What follows belongs to an exercise in optimizing a design on an open flow for small area, a short achievable clock period and few clock cycles; a production flow would make more cautious choices.
The RTL was checked by simulation tests, not by an equivalence proof against the original design.
Power is estimated from default activity; no workload was simulated.

==> v18 <==
==> flow/design.v (excerpt) <==
module fortelion_engine (
    input  wire         clk,
    input  wire         rst,
    input  wire         req_valid,
    input  wire [31:0]  req_word,
    input  wire         req_transport,
    output wire         req_ready,
    input  wire         s_valid,
    input  wire [1:0]   s_kind,
    input  wire [7:0]   s_data,
    output wire         s_ready,
    output reg          done,
    output reg  [7:0]   rstatus,
    output wire [7:0]   rrule,
    output wire [7:0]   rexp,
    output wire [7:0]   rrcv,
    output wire [7:0]   ract,
    output wire [15:0]  rvalid,
    output reg  [7:0]   rqty,
    output wire [15:0]  rneed,
    output wire [15:0]  ravail,
    output reg  [31:0]  rval,
    output wire [127:0] rvec,
    output wire [15:0]  rlen,
    output wire [255:0] rbytes,
    output wire [47:0]  rfault,
    output wire [39:0]  txb,
    output reg          txv
);
export LEC_CHECK = 0
export CAP_MARGIN = 20
export CORE_MARGIN = 2
export CORE_UTILIZATION = 45
export SLEW_MARGIN = 20
create_clock -name core_clock -period 10.0 [get_ports {clk}]
standard.sh (not shown) runs the stock make flow with config.mk's settings and CLKGATE_MAP_FILE= SYNTH_SCRIPT=/design/flow/synth_recipe.tcl, a recipe that flattens the netlist after the stock synthesis.
==> flow/flow/run.sh <==
#!/bin/bash
# Own layout flow: the standard synthesis, then the standard layout
# with two changes to how it is made:
#   * the port buffers are sky130_fd_sc_hd__buf_1 cells (the standard flow
#     picks a delay cell); there is still one buffer on every input and
#     output port, and the repair steps resize them like any other cell;
#   * the timing repair steps aim for a larger setup slack.
# The clock period, the constraints and every other step are the standard
# ones. Each tool's output goes to a log file of its own in this folder.
set -euo pipefail
bash standard.sh synth > synth.log 2>&1
bash standard.sh \
    "BUFFER_PORTS_ARGS=-buffer_cell sky130_fd_sc_hd__buf_1" \
    "SETUP_SLACK_MARGIN=5.5" \
    finish > layout.log 2>&1
==> v4 (differences from v18) <==
--- a/flow/design.v
+++ b/flow/design.v
@@ -29,26 +29,29 @@
 );
     localparam [3:0] C_CELLV = 4'd0, C_CURR = 4'd1, C_TEMP = 4'd2,
                      C_SOH = 4'd6, C_FS1 = 4'd7, C_FS2 = 4'd8,
                      C_MI = 4'd9, C_SU = 4'd10, C_NONE = 4'd15;
     localparam [4:0] S_IDLE = 5'd0, S_STRM = 5'd1, S_RW = 5'd2, S_RD1 = 5'd3,
                      S_CLR = 5'd4, S_WB = 5'd5, S_WR2 = 5'd6, S_WALK = 5'd7,
                      S_WE1 = 5'd8, S_CK1 = 5'd9, S_CK2 = 5'd10, S_X10 = 5'd11,
                      S_SUM = 5'd12, S_D1 = 5'd13, S_D2 = 5'd14, S_D3 = 5'd15,
-                     S_DIV = 5'd16, S_WE2 = 5'd17, S_SUM0 = 5'd18;
+                     S_DIV = 5'd16, S_WE2 = 5'd17, S_SUM0 = 5'd18, S_RD2 = 5'd19,
+                     S_RD1B = 5'd20, S_WE1B = 5'd21;
     function [7:0] f_len(input [3:0] c);
         f_len = (c == 4'd0) ? 8'd16 :
                 (c >= 4'd1 && c <= 4'd5) ? 8'd2 :
                 (c >= 4'd6 && c <= 4'd8) ? 8'd1 :
                 (c == 4'd9) ? 8'd32 :
                 (c == 4'd10) ? 8'd24 : 8'd0;
     endfunction
     function [7:0] f_code(input [3:0] c);
-        f_code = (c <= 4'd8) ? (8'h21 + {4'd0, c}) :
+        f_code = (c == 4'd0) ? 8'h21 : (c == 4'd1) ? 8'h22 : (c == 4'd2) ? 8'h23 :
+                 (c == 4'd3) ? 8'h24 : (c == 4'd4) ? 8'h25 : (c == 4'd5) ? 8'h26 :
+                 (c == 4'd6) ? 8'h27 : (c == 4'd7) ? 8'h28 : (c == 4'd8) ? 8'h29 :
                  (c == 4'd9) ? 8'h30 : 8'h31;
     endfunction
     function [7:0] f_step(input [7:0] c);
         integer k;
         reg [7:0] x;
         begin
             x = c;
             for (k = 0; k < 8; k = k + 1)
@@ -80,37 +83,53 @@
     reg        k_rx, k_ok, k_ill, k_wr;
     reg [3:0]  kq;               
     reg        wclr;             
     reg [4:0]  txc;              
     reg [7:0]  txk;              
     reg        vs_bad;
     reg [2:0]  vs_rule;
     reg [7:0]  vs_exp, vs_rcv;
-    reg        f_build, f_pay, f_inval, f_range, f_noapp;
+    reg        f_build, f_pay, f_inval, f_invz, f_range, f_noapp;
     reg [31:0] pen;              
     reg [5:0]  ra;               
     reg        rdv;              
+    reg        rdv2;             
+    reg [7:0]  rg0, rg1;         
+    reg [5:0]  ra2;
     reg        wdv;              
     reg        wmode;            
     reg        en_vn;            
     reg        e_fs1, e_fs2, e_mi, e_su;    
     assign req_ready = rdy;
     assign s_ready   = srdy;
     wire [7:0] fb [0:37];
     genvar gi;
     generate
         for (gi = 0; gi < 38; gi = gi + 1) begin : g_fb
             assign fb[gi] = ~fbn[gi];
         end
     endgenerate
     wire       noframe  = (exp_cmd == C_NONE);
     wire [7:0] cur_len  = f_len(exp_cmd);
-    wire [5:0] flen     = noframe ? 6'd0 : (cur_len[5:0] + 6'd6);
-    wire [5:0] l4       = cur_len[5:0] + 6'd4;
+    wire [5:0] flen     = (exp_cmd == 4'd0) ? 6'd22 :
+                          (exp_cmd >= 4'd1 && exp_cmd <= 4'd5) ? 6'd8 :
+                          (exp_cmd >= 4'd6 && exp_cmd <= 4'd8) ? 6'd7 :
+                          (exp_cmd == 4'd9) ? 6'd38 :
+                          (exp_cmd == 4'd10) ? 6'd30 : 6'd0;
+    wire [5:0] flen_m1  = (exp_cmd == 4'd0) ? 6'd21 :
+                          (exp_cmd >= 4'd1 && exp_cmd <= 4'd5) ? 6'd7 :
+                          (exp_cmd >= 4'd6 && exp_cmd <= 4'd8) ? 6'd6 :
+                          (exp_cmd == 4'd9) ? 6'd37 :
+                          (exp_cmd == 4'd10) ? 6'd29 : 6'd63;
+    wire [5:0] l4       = (exp_cmd == 4'd0) ? 6'd20 :
+                          (exp_cmd >= 4'd1 && exp_cmd <= 4'd5) ? 6'd6 :
+                          (exp_cmd >= 4'd6 && exp_cmd <= 4'd8) ? 6'd5 :
+                          (exp_cmd == 4'd9) ? 6'd36 :
+                          (exp_cmd == 4'd10) ? 6'd28 : 6'd4;
     wire [7:0] cur_code = f_code(exp_cmd);
     wire [16:0] rr   = {idx[7:0], rval[31:23]};
     wire        rneg = idx[8];
     wire       k_abs    = (kq == 4'd6);
     wire is_fs1 = (exp_cmd == C_FS1), is_fs2 = (exp_cmd == C_FS2);
     wire is_mi  = (exp_cmd == C_MI),  is_su  = (exp_cmd == C_SU);
     wire       fr1_ok = is_fs1 | is_mi | is_su;
     wire       fr2_ok = is_fs2 | is_mi | is_su;
@@ -198,30 +217,35 @@
                        (qh[9] & is_mi) ? S_SUM0 : S_IDLE;
     wire        gdiv0 = is_mi && (qh[6] ? ({fb[26], fb[27]} == 16'd0) :
                                   qh[7] ? ({fb[28], fb[29]} == 16'd0) : 1'b0);
     wire [15:0] w_mask   = f_mask(w_q);
     wire        w_source = w_mask[exp_cmd];
     wire [7:0] w_code = f_code(w_cmd);
     wire [7:0] w_bck  = f_step(f_step(f_step(f_step(8'h05) ^ 8'h01) ^ w_code) ^ 8'h00);
     wire [7:0] pb [0:31];
-    reg  [7:0] rd;
+    reg  [7:0] or0, or1, rd;
     integer r;
     always @(*) begin
-        case (ra)
+        or0 = 8'd0;
+        or1 = 8'd0;
+        for (r = 0; r < 16; r = r + 1) begin
+            or0 = or0 | pb[r];
+            or1 = or1 | pb[r + 16];
+        end
+        case (ra2)
             6'd0: rd = fb[0];
             6'd1: rd = fb[1];
             6'd2: rd = fb[2];
             6'd3: rd = fb[3];
             6'd36: rd = fb[36];
             6'd37: rd = fb[37];
             default: rd = 8'd0;
         endcase
-        for (r = 0; r < 32; r = r + 1)
-            rd = rd | pb[r];
+        rd = rd | rg0 | rg1;
     end
     wire rdi = ((seq == S_RW) && !k_wr && idx < {3'd0, flen}) || (seq == S_WALK) ||
                ((seq == S_SUM) && cnt <= 6'd19);
     reg [7:0] ck_exp;
     reg       ck_at;
     reg [2:0] ck_rule;
     always @(*) begin
         ck_at = 1'b1;
@@ -247,17 +271,17 @@
                         a_div ? {{5{rr[16]}}, rr, rval[22]} : rval[22:0];
     wire [22:0] add_b = a_x10 ? {rval[21:0], 1'b0} :
                         a_div ? (rneg ? {7'd0, dvsr} : ~{7'd0, dvsr}) :
                         (seq == S_SUM) ? (wa[0] ? {15'd0, wd} : {7'd0, wd, 8'd0}) :
                         (k_abs ? {8'd0, mi_des[15:1]} : 23'd0);
     wire [23:0] add_w = {add_a, 1'b1} + {add_b, a_div && !rneg};
     wire [22:0] add_s = add_w[23:1];
     wire rx_success = (s_kind != 2'd3) &&
-                      ((s_kind == 2'd1) ? (cnt == flen - 6'd1) : (cnt == flen));
+                      ((s_kind == 2'd1) ? (cnt == flen_m1) : (cnt == flen));
     integer b;
     always @(posedge clk) begin
         for (b = 0; b < 38; b = b + 1)
             if (wv && wa == b)
                 fbn[b] <= wclr ? 8'hFF : ~wd;
     end
     always @(posedge clk) begin
         if (rst) begin
@@ -268,132 +292,135 @@
             exp_cmd <= C_NONE;
             txv     <= 1'b0;
             wv      <= 1'b0;
             cv      <= 1'b0;
             chk     <= 1'b0;
             rstatus <= 8'hFF;
             rqty    <= 8'd0;
             rval    <= 32'd0;
-            f_build <= 1'b0; f_pay <= 1'b0; f_inval <= 1'b0; f_range <= 1'b0; f_noapp <= 1'b0;
+            f_build <= 1'b0; f_pay <= 1'b0; f_inval <= 1'b0; f_invz <= 1'b0; f_range <= 1'b0; f_noapp <= 1'b0;
             pen <= 32'hFFFFFFFF; en_vn <= 1'b1;
-            rdv <= 1'b0; wdv <= 1'b0; wmode <= 1'b0;
+            rdv <= 1'b0; rdv2 <= 1'b0; wdv <= 1'b0; wmode <= 1'b0;
             e_fs1 <= 1'b0; e_fs2 <= 1'b0; e_mi <= 1'b0; e_su <= 1'b0;
         end else begin
             done <= 1'b0;
             wv   <= 1'b0;
             wclr <= 1'b0;
             cv   <= 1'b0;
             chk  <= 1'b0;
             if (cv)
-                crc <= f_step(crc ^ wd);
-            rdv <= rdi;
-            wdv <= rdv;
+                crc <= f_step((wa == 6'd0 ? 8'd0 : crc) ^ wd);    
+            rdv  <= rdi;
+            rdv2 <= rdv;
+            wdv  <= rdv2;
+            rg0  <= or0;
+            rg1  <= or1;
+            ra2  <= ra;
             if (rdi) ra <= cnt;
             if (seq != S_IDLE) begin
                 for (r = 0; r < 32; r = r + 1)
                     pen[r] <= !(rdi && cnt == r + 4);
             end
-            if (rdv) begin
+            if (rdv2) begin
                 wd  <= rd;
-                wa  <= ra;
+                wa  <= ra2;
                 chk <= wmode;
-                cv  <= wmode && (ra < l4);
+                cv  <= wmode && (ra2 < l4);
             end
             if (ck_fail) begin
                 vs_bad  <= 1'b1;
                 vs_rule <= ck_rule;
                 vs_exp  <= ck_exp;
                 vs_rcv  <= wd;
             end else if (ck_new) begin
                 vs_bad  <= 1'b0;
             end
             case (seq)
             S_IDLE: if (req_valid) begin
                 rstatus <= 8'd0;
                 rqty    <= 8'd0;
                 rval    <= 32'd0;
-                f_build <= 1'b0; f_pay <= 1'b0; f_inval <= 1'b0; f_range <= 1'b0; f_noapp <= 1'b0;
+                f_build <= 1'b0; f_pay <= 1'b0; f_inval <= 1'b0; f_invz <= 1'b0; f_range <= 1'b0; f_noapp <= 1'b0;
                 pen <= 32'hFFFFFFFF; en_vn <= 1'b1;
                 e_fs1 <= 1'b0; e_fs2 <= 1'b0; e_mi <= 1'b0; e_su <= 1'b0;
                 done    <= 1'b1;
                 k_ill   <= w_ill_op;
                 idx     <= req_word[16:8];
                 cnt     <= req_word[13:8];
                 wd      <= req_word[31:24];
                 k_rx    <= (w_op == 8'h13);
                 k_wr    <= (w_op == 8'h11);
                 kq      <= w_q;
                 if (w_stream) begin
                     done <= 1'b0;
                     rdy  <= 1'b0;
                     srdy <= 1'b1;
                     seq  <= S_STRM;
                     k_ok <= !w_ill_op && !(w_op == 8'h13 && noframe);
-                    if (!w_ill_op && !(w_op == 8'h13 && noframe))
-                        crc <= 8'd0;
                 end else if (w_ill_op) begin
                     rstatus <= 8'h0E;
                 end else if (w_ill_opd) begin
                     rstatus <= 8'h0F;
                 end else begin
                     case (w_op)
                     8'h02: rval <= {16'd0, f_len(w_cmd), w_code};
                     8'h03: begin
                         txc     <= w_code[4:0];
                         txk     <= w_bck;
                         txv     <= 1'b1;
                         f_build <= 1'b1;
                     end
                     8'h10: begin
                         exp_cmd <= w_cmd;
                         fbz     <= 1'b1;
-                        vs_bad  <= 1'b1;
-                        vs_rule <= 3'd1; vs_exp <= 8'h02; vs_rcv <= 8'h00;
                     end
                     8'h11, 8'h12: begin
                         if (noframe) rstatus <= 8'h05;
                         else begin
                             done <= 1'b0;
                             rdy  <= 1'b0;
                             seq  <= S_RW;
                         end
                     end
                     8'h14: begin
                         if (noframe) rstatus <= 8'h05;
-                        else if (vs_bad) begin
+                        else if (vs_bad || fbz) begin
                             rstatus <= 8'h01;
-                            f_inval <= 1'b1;
+                            f_inval <= !fbz;
+                            f_invz  <= fbz;
                         end
                     end
                     8'h15: begin
                         if (noframe) rstatus <= 8'h05;
                         else begin
                             f_pay <= 1'b1;
                             for (r = 0; r < 32; r = r + 1)
                                 pen[r] <= fbz || (cur_len <= r);
                         end
                     end
                     8'h30: rval <= {30'd0, req_word[16 + w_fid[2:0]] ? 2'd2 : 2'd1};
                     8'h31, 8'h32: begin
                         if (noframe) rstatus <= 8'h05;
-                        else if (vs_bad) begin
+                        else if (vs_bad || fbz) begin
                             rstatus <= 8'h01;
-                            f_inval <= 1'b1;
+                            f_inval <= !fbz;
+                            f_invz  <= fbz;
                         end else if (w_op == 8'h31) begin
                             rval <= {30'd0, fault_all[2*w_fid +: 2]};
                         end else begin
                             e_fs1 <= is_fs1; e_fs2 <= is_fs2; e_mi <= is_mi; e_su <= is_su;
                         end
                     end
                     default: begin     
                         if (noframe) rstatus <= 8'h05;
-                        else if (vs_bad) begin
+                        else if (vs_bad || fbz) begin
                             rstatus <= 8'h01;
-                            f_inval <= 1'b1;
+                            f_inval <= !fbz;
+                            f_invz  <= fbz;
                         end else if (!w_source) begin
                             rstatus <= 8'h02;
                             f_noapp <= 1'b1;
                         end else if (gdiv0) begin
                             rstatus <= 8'h04;
                             rqty    <= (w_q == 4'd6) ? 8'd6 : 8'd7;
                         end else if (w_q == 4'd0) begin
                             en_vn <= 1'b0;
@@ -425,31 +452,27 @@
                         rdy  <= 1'b1;
                         seq  <= S_IDLE;
                         if (k_ill) rstatus <= 8'h0E;
                         else if (noframe) rstatus <= 8'h05;
                         else if (rx_success) fbz <= 1'b0;
                         else begin
                             rstatus <= 8'h12;
                             fbz     <= 1'b1;
-                            chk     <= 1'b0;
-                            vs_bad  <= 1'b1;
-                            vs_rule <= 3'd1; vs_exp <= 8'h02; vs_rcv <= 8'h00;
                         end
                     end else begin
                         seq <= S_CK1;
                     end
                 end
             end
             S_CK1: seq <= S_CK2;
             S_CK2: begin
                 if (k_ill) rstatus <= 8'h0E;
-                else rval <= {24'd0, crc};
+                else if (cnt != 6'd0) rval <= {24'd0, crc};
                 if (!k_ill && !noframe && !fbz) begin
-                    crc   <= 8'd0;
                     cnt   <= 6'd0;
                     wmode <= 1'b1;
                     seq   <= S_WALK;
                 end else begin
                     done <= 1'b1;
                     rdy  <= 1'b1;
                     seq  <= S_IDLE;
                 end
@@ -463,18 +486,20 @@
                     seq <= S_RD1;
                 end else if (fbz) begin
                     cnt <= 6'd0;
                     seq <= S_CLR;
                 end else begin
                     seq <= S_WB;
                 end
             end
-            S_RD1: begin
-                rval <= fbz ? 32'd0 : {24'd0, rd};
+            S_RD1: seq <= S_RD1B;
+            S_RD1B: seq <= S_RD2;           
+            S_RD2: begin
+                rval <= fbz ? 32'd0 : {24'd0, wd};
                 done <= 1'b1; rdy <= 1'b1; seq <= S_IDLE;
             end
             S_CLR: begin
                 wa   <= cnt;
                 wv   <= 1'b1;
                 wclr <= 1'b1;
                 cnt <= cnt + 6'd1;
                 if (cnt == 6'd37) begin
@@ -483,27 +508,27 @@
                 end
             end
             S_WB: begin
                 wa  <= idx[5:0];
                 wv  <= 1'b1;
                 seq <= S_WR2;
             end
             S_WR2: begin
-                crc     <= 8'd0;
                 cnt     <= 6'd0;
                 wmode   <= 1'b1;
                 seq     <= S_WALK;
             end
             S_WALK: begin
                 cnt <= cnt + 6'd1;
                 if (cnt == l4)
                     seq <= S_WE1;
             end
-            S_WE1: seq <= S_WE2;
+            S_WE1: seq <= S_WE1B;
+            S_WE1B: seq <= S_WE2;
             S_WE2: begin
                 wmode <= 1'b0;
                 done <= 1'b1; rdy <= 1'b1; seq <= S_IDLE;
             end
             S_X10: begin
                 rval <= {{9{add_s[22]}}, add_s};
                 done <= 1'b1; rdy <= 1'b1; seq <= S_IDLE;
             end
@@ -572,17 +597,17 @@
             wire b3 = e_su & fb[24][gj];
             wire n3 = e_su & fbn[24][gj];
             assign rfault[2*gj +: 2]      = {b1, n1};
             assign rfault[16 + 2*gj +: 2] = {b2, n2};
             assign rfault[32 + 2*gj +: 2] = {b3, n3};
         end
     endgenerate
     assign txb = {txk, 8'h00, 3'b001, txc, 8'h01, 8'h05};
-    assign rrule  = f_inval ? {5'd0, vs_rule} : 8'd0;
-    assign rexp   = f_inval ? vs_exp : 8'd0;
+    assign rrule  = (f_inval ? {5'd0, vs_rule} : 8'd0) | {7'd0, f_invz};
+    assign rexp   = (f_inval ? vs_exp : 8'd0) | {6'd0, f_invz, 1'b0};
     assign rrcv   = f_inval ? vs_rcv : 8'd0;
     assign ract   = f_noapp ? {4'd0, exp_cmd} : 8'd0;
     assign rvalid = f_noapp ? f_mask(kq) : 16'd0;
     assign rneed  = f_range ? {7'd0, idx} : 16'd0;
     assign ravail = f_range ? {10'd0, flen} : 16'd0;
     assign rlen   = f_build ? 16'd5 : f_pay ? {8'd0, cur_len} : 16'd0;
 endmodule
- CORE_UTILIZATION: 45 -> 50
- CTS_BUF_LIST: default -> sky130_fd_sc_hd__clkbuf_4 sky130_fd_sc_hd__clkbuf_8
- PLACE_DENSITY: default -> 0.85
==> notes.md <==
- Between v4 and v18, the lower worst setup slack is in v18 (gap 260 ps).
- Of v4 and v18, v4 has the higher sequential power (gap about 7%, measured against v18).
- Synthesized cell count: v4 is smaller than v18 (about 2.3%).
- Final cell count: v18 is larger than v4 (about 2.5%).
- Between v18 and v4, the lower non-clock buffer count is in v4 (gap 26).
- Against v18, the maximum frequency of v4 is larger by about 6%.
==> figures <==
| item | v18 | v4 |
|---|---|---|
| Number of enable flip-flop cells after synthesis | 390 | 412 |
| X dimension of the die | 264.4 um | 251.0 um |
| Proportion of synthesized chip area in sequential cells | 44.99% | 47.33% |
| Run status | complete, no violations | complete, no violations |
| Biggest fanout along the worst timing path | 9 | 98 |
| Final worst hold slack | 464.4 ps | 422.4 ps |
| Top-area cell type share of the netlist area | 38.37% | 40.57% |
| Routed wire per std cell | 36.10 um | 37.39 um |
| Effective utilization at floorplan | 45.45% | 50.53% |
| Initial antenna violation count | 6 | 12 |
| Register fraction of the total cell area | 38.66% | 41.11% |
| Compound-Gate Fraction of Synth Area | 18.40% | 18.15% |
| Crit path capture type | flip-flop | output pin |
| Placement-stage cell area | 0.03286 mm2 | 0.03271 mm2 |
Testbench counts of v18, summed over its fixed seeds: cycles 18,504.
Testbench counts of v4, summed over its fixed seeds: cycles 18,520.

[afterwards: timing with drivers on the ports]
Ports are ideal in the flow. The routed layouts listed here were re-timed in OpenROAD. Step 1, drivers: a clkbuf_16 drives clk and a buf_2 each remaining input, both assumed. Step 2 moves the port delays by t, midway between the first and last clock arrival at a register: inputs arrive t later, outputs are due t later. That takes back most of the time a late clock gives input paths. a / b / c = ideal / step 1 / step 2; a / b = the first two.
| run | t, ns | setup WS [ns] | worst data-port slew with drivers (ns) |
|---|---|---|---|
| v18 | 0.717 | 5.209 / 5.209 / 4.761 | 0.14 |
| v4 | 0.783 | 5.469 / 5.405 / 4.774 | 0.11 |
After both steps setup and hold are still met in every run listed. For v4, which loses most, drivers alone change the setup slack by -0.064 ns; drivers and shift together by -0.695 ns.
